Background: an optimization exercise with open tools, aiming at small area. Do not read the settings as production practice. The RTL was checked by simulation tests, not by an equivalence proof against the original design.

==> design/flow/design.v <==
module blatesbox_core (
    input  wire       clk,
    input  wire       rst,
    input  wire       tick,
    input  wire       btn,
    input  wire [7:0] sample,
    output reg        disp_data,
    output reg        disp_clk,
    output reg        disp_latch,
    output wire       beep
);
    reg        btn_q, epend, tpend, en;
    reg  [3:0] fs;
    localparam F_INIT=4'd0, F_WREL=4'd1, F_ARM=4'd2, F_POLL=4'd3, F_DIE0=4'd4, F_DIE1=4'd5,
               F_MAP=4'd6, F_RL=4'd7, F_BEEP=4'd8, F_CLR=4'd9, F_DIE0B=4'd12, F_DIE1B=4'd13;
    wire sa;
    wire busy      = fs[3] & fs[2];
    wire boundary  = !sa && !busy;
    wire take_tick = boundary && tpend && en;
    wire take_edge = boundary && !take_tick && epend && en;
    wire fg_step   = busy || (boundary && !take_tick && !take_edge);
    wire fg_init = fg_step && fs == F_INIT;
    wire fg_wrel = fg_step && fs == F_WREL;
    wire fg_arm  = fg_step && fs == F_ARM;
    wire fg_poll = fg_step && fs == F_POLL;
    wire fg_die  = fg_step && fs[2:1] == 2'b10;
    wire fg_map  = fg_step && fs == F_MAP;
    wire fg_rl   = fg_step && fs == F_RL;
    wire fg_beep = fg_step && fs == F_BEEP;
    wire fg_clr  = fg_step && fs == F_CLR;
    reg  [2:0] d0, d1;
    reg  [7:0] pat;
    wire die_face = (d0 != 3'd3);
    wire die_nbr  = fg_die && die_face;
    wire die_uni  = fg_die && !die_face;
    wire d0_23 = (d0 == 3'd5) || (d0 == 3'd2);
    wire d1_23 = (d1 == 3'd5) || (d1 == 3'd2);
    reg  [7:0] a, b, c;
    reg  [8:0] q;
    wire [7:0] mix_a = a ^ ({8{take_edge}} & (sample ^ {8{btn_q}}));
    wire [7:0] a1, bs, c1, sum_c;
    wire [7:0] b1 = {bs[6:0], bs[7]};
    bb_add8 u_add_a (.x(mix_a), .y(8'h9D), .s(a1));
    bb_add8 u_add_b (.x(b), .y(a1), .s(bs));
    bb_add8 u_add_c (.x(c), .y(b1 ^ {a1[2:0], a1[7:3]}), .s(c1));
    wire [7:0] o1 = c1 ^ b1;
    wire take2 = die_nbr || (fg_map && d0_23 && d1_23);
    wire take1 = die_nbr || (fg_map && (d0_23 || d1_23));
    wire hi0 = (q[8:2] == 7'd0);
    wire r1  = hi0 && !q[1];            
    wire one = hi0 && q[1];             
    wire [1:0] bv = {r1 ? o1[1] : (one ? o1[0] : q[1]), r1 ? o1[0] : q[0]};
    wire refill = take1 && (r1 || (take2 && one));
    wire [8:0] w = refill ? {1'b1, o1} : q;
    wire shift2 = take2 && !one;
    wire adv = take_edge || die_uni || refill;
    always @(posedge clk) begin
        if (fg_init) begin
            a <= 8'h10; b <= 8'h20; c <= 8'h30;
        end else if (adv) begin
            a <= a1; b <= b1; c <= c1;
        end
        if (fg_init)
            q <= 9'd1;
        else if (take1)
            q <= shift2 ? {2'b00, w[8:2]} : {1'b0, w[8:1]};
    end
    wire       uni_ok = (o1[7:2] != 6'b111111);
    wire [1:0] o1m3 = o1 % 8'd3;
    reg  [2:0] uni_code;
    always @* begin
        case ({o1[0], o1m3})
            3'd0: uni_code = 3'd0;
            3'd5: uni_code = 3'd5;
            3'd2: uni_code = 3'd2;
            3'd4: uni_code = 3'd4;
            3'd1: uni_code = 3'd1;
            3'd6: uni_code = 3'd6;
            default: uni_code = 3'bxxx;
        endcase
    end
    reg [2:0] nbr;
    always @* begin
        case ({d0, bv})
            {3'd0, 2'd0}: nbr = 3'd5;
            {3'd0, 2'd1}: nbr = 3'd2;
            {3'd0, 2'd2}: nbr = 3'd4;
            {3'd0, 2'd3}: nbr = 3'd1;
            {3'd5, 2'd0}: nbr = 3'd0;
            {3'd5, 2'd1}: nbr = 3'd2;
            {3'd5, 2'd2}: nbr = 3'd4;
            {3'd5, 2'd3}: nbr = 3'd6;
            {3'd2, 2'd0}: nbr = 3'd0;
            {3'd2, 2'd1}: nbr = 3'd5;
            {3'd2, 2'd2}: nbr = 3'd1;
            {3'd2, 2'd3}: nbr = 3'd6;
            {3'd4, 2'd0}: nbr = 3'd0;
            {3'd4, 2'd1}: nbr = 3'd5;
            {3'd4, 2'd2}: nbr = 3'd1;
            {3'd4, 2'd3}: nbr = 3'd6;
            {3'd1, 2'd0}: nbr = 3'd0;
            {3'd1, 2'd1}: nbr = 3'd2;
            {3'd1, 2'd2}: nbr = 3'd4;
            {3'd1, 2'd3}: nbr = 3'd6;
            {3'd6, 2'd0}: nbr = 3'd5;
            {3'd6, 2'd1}: nbr = 3'd2;
            {3'd6, 2'd2}: nbr = 3'd4;
            {3'd6, 2'd3}: nbr = 3'd1;
            default: nbr = 3'bxxx;
        endcase
    end
    function [3:0] dots(input [2:0] f, input r);
        case ({f, r})
            {3'd0, 1'b0}: dots = 4'b0001;
            {3'd0, 1'b1}: dots = 4'b0001;
            {3'd5, 1'b0}: dots = 4'b0010;
            {3'd5, 1'b1}: dots = 4'b1000;
            {3'd2, 1'b0}: dots = 4'b0011;
            {3'd2, 1'b1}: dots = 4'b1001;
            {3'd4, 1'b0}: dots = 4'b1010;
            {3'd4, 1'b1}: dots = 4'b1010;
            {3'd1, 1'b0}: dots = 4'b1011;
            {3'd1, 1'b1}: dots = 4'b1011;
            {3'd6, 1'b0}: dots = 4'b1110;
            {3'd6, 1'b1}: dots = 4'b1110;
            default: dots = 4'b0000;
        endcase
    endfunction
    wire rr0 = bv[0];
    wire rr1 = d0_23 ? bv[1] : bv[0];
    reg  [4:0]  vel;
    reg  [10:0] rd;
    reg  [7:0]  fc, hc;
    reg  [5:0]  bc;
    reg         rp;
    wire vel_nz   = (vel != 5'd0);
    wire fc_zero  = (fc == 8'd1);
    wire do_blink = fc_zero && !vel_nz && (d0 != d1);
    wire do_blank = (hc == 8'd128);
    wire bc_end   = (bc == 6'd32);
    wire roll_due = vel_nz && (rd[10:1] == 10'd0);
    reg  [4:0] vel_roll, vel_press;
    always @* begin
        case ({vel, btn_q})
            6'd2:  vel_roll = 5'd2;  6'd3:  vel_roll = 5'd0;
            6'd4:  vel_roll = 5'd3;  6'd5:  vel_roll = 5'd1;
            6'd6:  vel_roll = 5'd4;  6'd7:  vel_roll = 5'd2;
            6'd8:  vel_roll = 5'd5;  6'd9:  vel_roll = 5'd3;
            6'd10: vel_roll = 5'd6;  6'd11: vel_roll = 5'd4;
            6'd12: vel_roll = 5'd7;  6'd13: vel_roll = 5'd5;
            6'd14: vel_roll = 5'd8;  6'd15: vel_roll = 5'd6;
            6'd16: vel_roll = 5'd9;  6'd17: vel_roll = 5'd7;
            6'd18: vel_roll = 5'd10; 6'd19: vel_roll = 5'd8;
            6'd20: vel_roll = 5'd11; 6'd21: vel_roll = 5'd9;
            6'd22: vel_roll = 5'd12; 6'd23: vel_roll = 5'd10;
            6'd24: vel_roll = 5'd13; 6'd25: vel_roll = 5'd11;
            6'd26: vel_roll = 5'd14; 6'd27: vel_roll = 5'd12;
            6'd28: vel_roll = 5'd15; 6'd29: vel_roll = 5'd13;
            6'd30: vel_roll = 5'd16; 6'd31: vel_roll = 5'd14;
            6'd32: vel_roll = 5'd16; 6'd33: vel_roll = 5'd15;
            default: vel_roll = 5'bxxxxx;
        endcase
        case (vel)
            5'd0:  vel_press = 5'd3;
            5'd1:  vel_press = 5'd4;  5'd2:  vel_press = 5'd5;
            5'd3:  vel_press = 5'd6;  5'd4:  vel_press = 5'd7;
            5'd5:  vel_press = 5'd8;  5'd6:  vel_press = 5'd9;
            5'd7:  vel_press = 5'd10; 5'd8:  vel_press = 5'd11;
            5'd9:  vel_press = 5'd12; 5'd10: vel_press = 5'd13;
            5'd11: vel_press = 5'd14; 5'd12: vel_press = 5'd15;
            5'd13, 5'd14, 5'd15, 5'd16: vel_press = 5'd16;
            default: vel_press = 5'bxxxxx;
        endcase
    end
    reg [10:0] rd_new;
    always @* begin
        case ({vel, btn_q})
            6'd2: rd_new = 11'd1343;
            6'd3: rd_new = 11'd0;
            6'd4: rd_new = 11'd1343;
            6'd5: rd_new = 11'd1343;
            6'd6: rd_new = 11'd1343;
            6'd7: rd_new = 11'd1343;
            6'd8: rd_new = 11'd1343;
            6'd9: rd_new = 11'd1343;
            6'd10: rd_new = 11'd168;
            6'd11: rd_new = 11'd1343;
            6'd12: rd_new = 11'd1798;
            6'd13: rd_new = 11'd1343;
            6'd14: rd_new = 11'd1576;
            6'd15: rd_new = 11'd168;
            6'd16: rd_new = 11'd1126;
            6'd17: rd_new = 11'd1798;
            6'd18: rd_new = 11'd169;
            6'd19: rd_new = 11'd1576;
            6'd20: rd_new = 11'd846;
            6'd21: rd_new = 11'd1126;
            6'd22: rd_new = 11'd1122;
            6'd23: rd_new = 11'd169;
            6'd24: rd_new = 11'd395;
            6'd25: rd_new = 11'd846;
            6'd26: rd_new = 11'd2012;
            6'd27: rd_new = 11'd1122;
            6'd28: rd_new = 11'd2012;
            6'd29: rd_new = 11'd395;
            6'd30: rd_new = 11'd2012;
            6'd31: rd_new = 11'd2012;
            6'd32: rd_new = 11'd2012;
            6'd33: rd_new = 11'd2012;
            default: rd_new = 11'bxxxxxxxxxxx;
        endcase
    end
    assign beep = (bc != 6'd0);
    reg        sblank, smore, sba;   
    reg        sact;
    reg  [4:0] sk, fk;
    assign sa = sact;
    wire [4:0] ek = sact ? sk : fk;
    wire [2:0] ei = ek[4:2];
    wire [1:0] ep = ek[1:0];
    wire       eblank = sact && sblank;
    wire [4:0] ek_next = {ei + {2'b00, ep[1]},
                          ep == 2'd0 ? 2'd1 :
                          ep == 2'd1 ? 2'd2 :
                          ep == 2'd2 ? ((ei == 3'd7) ? 2'd3 : {1'b0, eblank}) : 2'd3};
    wire       e_end = (ep == 2'd3) && (eblank ? ei[0] : ei[1]);
    wire       ev_go = sact || fg_rl;
    always @(posedge clk) begin
        btn_q <= btn;
        if (rst) begin
            vel <= 5'd0; rd <= 11'd0; fc <= 8'd1; hc <= 8'd0; bc <= 6'd0; rp <= 1'b0;
            d0 <= 3'd3; d1 <= 3'd3; pat <= 8'd0;
            epend <= 1'b0; tpend <= 1'b0; en <= 1'b0;
            fs <= F_INIT;
            sact <= 1'b0;
            disp_data <= 1'b0; disp_clk <= 1'b0; disp_latch <= 1'b0;
        end else begin
            if (take_tick) begin
                fc <= {fc[6:0], fc[7] ^ fc[5] ^ fc[4] ^ fc[3]};
                hc <= {hc[6:0], (hc[7] ^ hc[5] ^ hc[4] ^ hc[3]) & !do_blank};
                bc <= {bc[4:0], (bc[5] ^ bc[4]) & !bc_end};
                rd <= roll_due ? rd_new : {rd[9:0], rd[10] ^ rd[8]};
                if (roll_due) begin
                    vel <= vel_roll;
                    rp  <= 1'b1;
                    if (vel_roll == 5'd0) hc <= 8'd173;
                end
                sact   <= do_blink || do_blank;
                sblank <= 1'b1;
                smore  <= do_blink;
                sba    <= do_blank;
                sk     <= 5'b00001;
            end
            if (sact) begin
                if (e_end) begin
                    if (smore) begin
                        smore  <= 1'b0;
                        sblank <= 1'b0;
                        sk     <= 5'b00000;
                    end else if (!sblank && sba) begin
                        sblank <= 1'b1;
                        sk     <= 5'b00001;
                    end else
                        sact <= 1'b0;
                end else
                    sk <= ek_next;
            end
            if (take_edge && !btn_q) vel <= vel_press;
            if (fg_init) fs <= F_WREL;
            if (fg_wrel && btn_q) fs <= F_ARM;
            if (fg_arm) begin en <= 1'b1; fs <= F_POLL; end
            if (fg_poll && rp) fs <= F_DIE0;
            if (die_nbr || (die_uni && uni_ok)) begin
                d0 <= d1; d1 <= die_nbr ? nbr : uni_code;
                fs <= fs[0] ? F_MAP : F_DIE1;
            end
            if (die_uni && !uni_ok) fs <= {2'b11, fs[1:0]};
            if (fg_map) begin
                pat <= {dots(d1, rr1), dots(d0, rr0)};
                fs <= F_RL; fk <= 5'd0;
            end
            if (fg_rl) begin
                if (e_end) fs <= F_BEEP;
                fk <= ek_next;
            end
            if (fg_beep) begin bc <= 6'd10; fs <= F_CLR; end
            if (fg_clr) begin rp <= 1'b0; fs <= F_POLL; end
            if (ev_go) begin
                if (ep == 2'd0 || (ep == 2'd3 && ei == 3'd2)) disp_data <= (ep == 2'd0) & pat[ei];
                if (ep == 2'd1 || ep == 2'd2) disp_clk <= !ep[1];
                if (ep == 2'd3 && !ei[1]) disp_latch <= !ei[0];
            end
            epend <= ((take_edge || fg_arm) ? 1'b0 : epend) || ((btn != btn_q) && en);
            tpend <= ((take_tick || fg_arm) ? 1'b0 : tpend) || (tick && en);
        end
    end
endmodule
module bb_add8 (
    input  wire [7:0] x,
    input  wire [7:0] y,
    output wire [7:0] s
);
    wire [8:0] cy;
    assign cy[0] = 1'b0;
    genvar k;
    generate
        for (k = 0; k < 8; k = k + 1) begin : g
            assign s[k]    = x[k] ^ y[k] ^ cy[k];
            assign cy[k+1] = (x[k] & y[k]) | (cy[k] & (x[k] ^ y[k]));
        end
    endgenerate
endmodule
==> design/flow/run.sh <==
#!/bin/bash
# synth_recipe.tcl (not shown) runs the flow's synth.tcl, then flattens the netlist and writes it again
# the make line also repeats each setting of config.mk as NAME=value (left out here)
make -C /OpenROAD-flow-scripts/flow DESIGN_CONFIG=/design/flow/config.mk WORK_HOME=/design/flow/orfs CLKGATE_MAP_FILE= SYNTH_SCRIPT=/design/flow/synth_recipe.tcl finish
==> design/flow/config.mk <==
export PLATFORM = sky130hd
export DESIGN_NAME = blatesbox_core
export DESIGN_NICKNAME = blatesbox_core
export VERILOG_FILES = /design/flow/design.v
export SDC_FILE = /design/flow/constraint.sdc
export NUM_CORES = 4
export LEC_CHECK = 0
export ABC_AREA = 1
export CAP_MARGIN = 20
export CORE_MARGIN = 2
export CORE_UTILIZATION = 40
export SLEW_MARGIN = 20
==> design/flow/constraint.sdc <==
create_clock -name core_clock -period 10.0 [get_ports {clk}]
set_input_delay 2.0000 -clock core_clock [delete_from_list [all_inputs] [get_ports {clk}]]
set_output_delay 2.0000 -clock core_clock [all_outputs]
set_load 0.01 [all_outputs]
==> flow_summary.ini <==
[worst_setup_path]
rr_worst_depth = 59
cp-end-kind = flip-flop
crit_path_top_delay_cell = fa_2
critPathMaxStageDelay_ps = 440
worstPathArrival_ps = 10450
critPathMaxFanout = 4
critPathMostFrequentCell = fa_2
worstPathRequired_ps = 10310
critPathKind = input port to flip-flop
setup.worst_path.start_class = input port

[synthesis]
synth_top_family_by_area = simple AND/OR/NAND/NOR gates
syn_inst = 985
synthTopCellsByArea = dfxtp_1, nand2_1, inv_1, a21oi_1, o21ai_0
synthMuxAreaShare_pct = 0
synth_edf_count = 13
synthFlopType = dfxtp_1
synthAdderAreaFrac_pct = 7.20
synth_area_leader_cell = dfxtp_1
synth_common_cells = nand2_1, inv_1, nor2_1, dfxtp_1, a21oi_1
synth_compound_area_share_pct = 19.4
ys_seq_elements = 115
synth-xor-area-share_pct = 5.64
syn_nets = 1031
yosys_warnings = 1
synth_most_common_cell = nand2_1
yosysUniqueCellTypes = 52
synth-simple-area-share_pct = 24.5
netlist_area_um2 = 7160
async_flop_share_pct = 0
synth_top_area_share_pct = 28.5
avgSynthCellArea_um2 = 7.27
seq_area_frac_synth_pct = 34.0

[hold_path]
holdCritPathClass = flip-flop to flip-flop
whs_path_depth = 2

[sta]
setup_viol = 3
worstMarginPinSlew_ps = 917
period_share_pct = 101
rsz0062_at_grt = true
min_period_ps = 10130
max_freq_ghz = 0.0987
slew_viol_final = 0
fin_ws_ps = -134
final_hold_viol_count = 0
setup_tns_ps = -324
relSlewSlack_pct = 38.8
fin_worst_skew_ps = 10.9

[flow_run]
maxCapViolations = 0

[cts]
clockBufferDepth = 2
cts-buffers-inserted = 17
h-tree-depth = 4
path_clk_slew_ps = 60
cts.sinks = 115
root_buffer = clkbuf_16
cts_tree = yes
clkLatencyLatePin_ps = 420

[global_route]
grt_pass1_wl_um = 28700
track_usage_pct = 18.9
grt_start_max_net_pins = 40
antenna_found_initial = 0
grt_pass1_vias = 6022
grt_overflow = 0

[drt]
vias = 6471
wl_um = 16900
wl_per_cell_um = 13.3
drtPass1Iterations = 5
postRouteAntennaNets = 0
via_per_inst = 5.08
drt_iter0_drc = 368
drc = 0

[power]
leakagePower_nw = 3.83
clockPowerShare_pct = 46.1
power.net_switching_uw = 382
swShare_pct = 27.2
power.total_mw = 1.41
power_frac_comb_pct = 20.1
intPower_mw = 1.02
seqPwrFrac_pct = 33.8
ir_drop_mv = 0.117
power.density_nw_per_um2 = 161

[status]
outcome = complete, but fails checks
so_faults = setup timing

[floorplanning]
dieArea_um2 = 19000
fp-row-count = 48
chipHeight_um = 138
core_area_um2 = 17400
fp.dieW_um = 138
start_util_pct = 41.1
io_pins = 16

[final_layout]
regArea_um2 = 2430
n_fill_cell = 1733
multi_input_area_um2 = 4350
final_cells = 1275
n_antenna_cell = 0
drive_above_1_share_pct = 18.2
fin_nets = 1083
syn2layout_area_growth_pct = 21.9

[place]
dp.cells = 1222
port_buffers = 15
dp_hpwl_um = 11800
pre_cts_slack_ps = -1030
routabilityCongestion = 0.892
[registers in the layout (all words and copies together), names as in the netlist, 3 cells and up]
| signal | count |
|---|---|
| rd | 11 |
| a | 8 |
| b | 8 |
| c | 8 |
| fc | 8 |
| hc | 8 |
| pat | 8 |
| q | 8 |
| bc | 6 |
| fk | 5 |
| sk | 5 |
| vel | 5 |
| vel_press | 5 |
| fs | 4 |
| d0 | 3 |
| d1 | 3 |
[logic make-up after synthesis]
family | Yosys count
adder cells (fa/ha/maj) | 34
XOR/XNOR | 44
AND/OR/NAND/NOR | 378
buffers and inverters | 170
flip-flops | 115
AO/OA/AOI/OAI | 244
[layout make-up]
type / instances / share of cell area, %
clock buffer: 20 / 5.47
clock inverter: 12 / 1.69
inverter: 136 / 5.85
multi-input combinational: 700 / 49.8
sequential: 115 / 27.9
tap: 225 / 3.22
timing repair buffer: 67 / 6.13
[layer usage]
layer	routed length, um	track usage [%]	vias to the layer above
met2	7500	28.8	107
li1	-	-	3378
met1	8580	26.6	2966
met3	606	4.38	20
met4	255	6.07	0
met5	0	0	-
[cell usage in the layout (no fill, tap or decap), types with 16 or more instances in the layout]
master / count
o21ai_0: 81
nand2_1: 144
inv_1: 117
clkbuf_16: 18
nand2_2: 19
dfxtp_1: 102
nor2_1: 105
a21oi_1: 86
buf_4: 52
xor2_1: 21
ha_1: 16
inv_2: 16
nand3_1: 36
[critical path, delay by kind of cell]
family | cells | cell delay [ps]
adders and majority gates | 16 | 4830
and+or+nand+nor | 24 | 1790
xor gates and xnor gates | 6 | 1070
buffers and inverters | 6 | 380
AOI/OAI and AO/OA | 2 | 330
[what timing repair did]
item	4_1_cts	5_1_grt
setup endpoints to repair	3	3
cloned	0	0
hold buffers	0	0
gates resized for setup	23	14
buffers inserted	15	6
pin swaps	11	11
[final timing paths]
kind	slack, ps	to	from
max reg2reg	560	d1[0]	fs[3]
min	460	tpend	en
max	-130	d1[0]	sample[0]
min reg2reg	460	tpend	en
[power by group through the flow]
stage / Sequential, mW / Clock (mW) / Combinational, mW
floorplan: 0.484 / 0 / 0.160
global placement: 0.485 / 0 / 0.221
detailed placement: 0.485 / 0 / 0.226
CTS: 0.475 / 0.658 / 0.256
global route: 0.476 / 0.677 / 0.309
finish: 0.475 / 0.648 / 0.282
[stage by stage]
| stage | hold WS (ps) | area [um2] | util (%) |
|---|---|---|---|
| floorplan | 425 | 7290 | - |
| global placement | 435 | 7800 | 44.8 |
| detailed placement | 452 | 7800 | 44.8 |
| CTS | 466 | 8610 | 49.4 |
| global route | 480 | 8730 | 50.1 |
| finish | 463 | 8730 | 50.1 |

## re-timing with driven ports
In the flow no input, the clock included, has a driving cell. The finished layout below was timed again as built, in two steps.
Step 1, drivers: a clkbuf_16 drives clk and a buf_2 each remaining input, both assumed.
Step 2 times the ports against the registers' clock, not the clock port: input delays grow and output delays shrink by t, the midpoint of the rising clock arrivals with the driver on.
Slacks: ideal / step 1 / step 2; pairs: ideal / step 1.
shift t [ns]: 0.462
slack for setup (ns): -0.134 / -0.122 / -0.583
hold slack, ns: 0.463 / 0.463 / 0.463
slew at the worst register clock pin (ns): 0.06 / 0.06
worst slew at a driven data input, ns: 0.04
For this run, drivers alone change the setup slack by +0.012 ns; drivers and shift together by -0.449 ns.
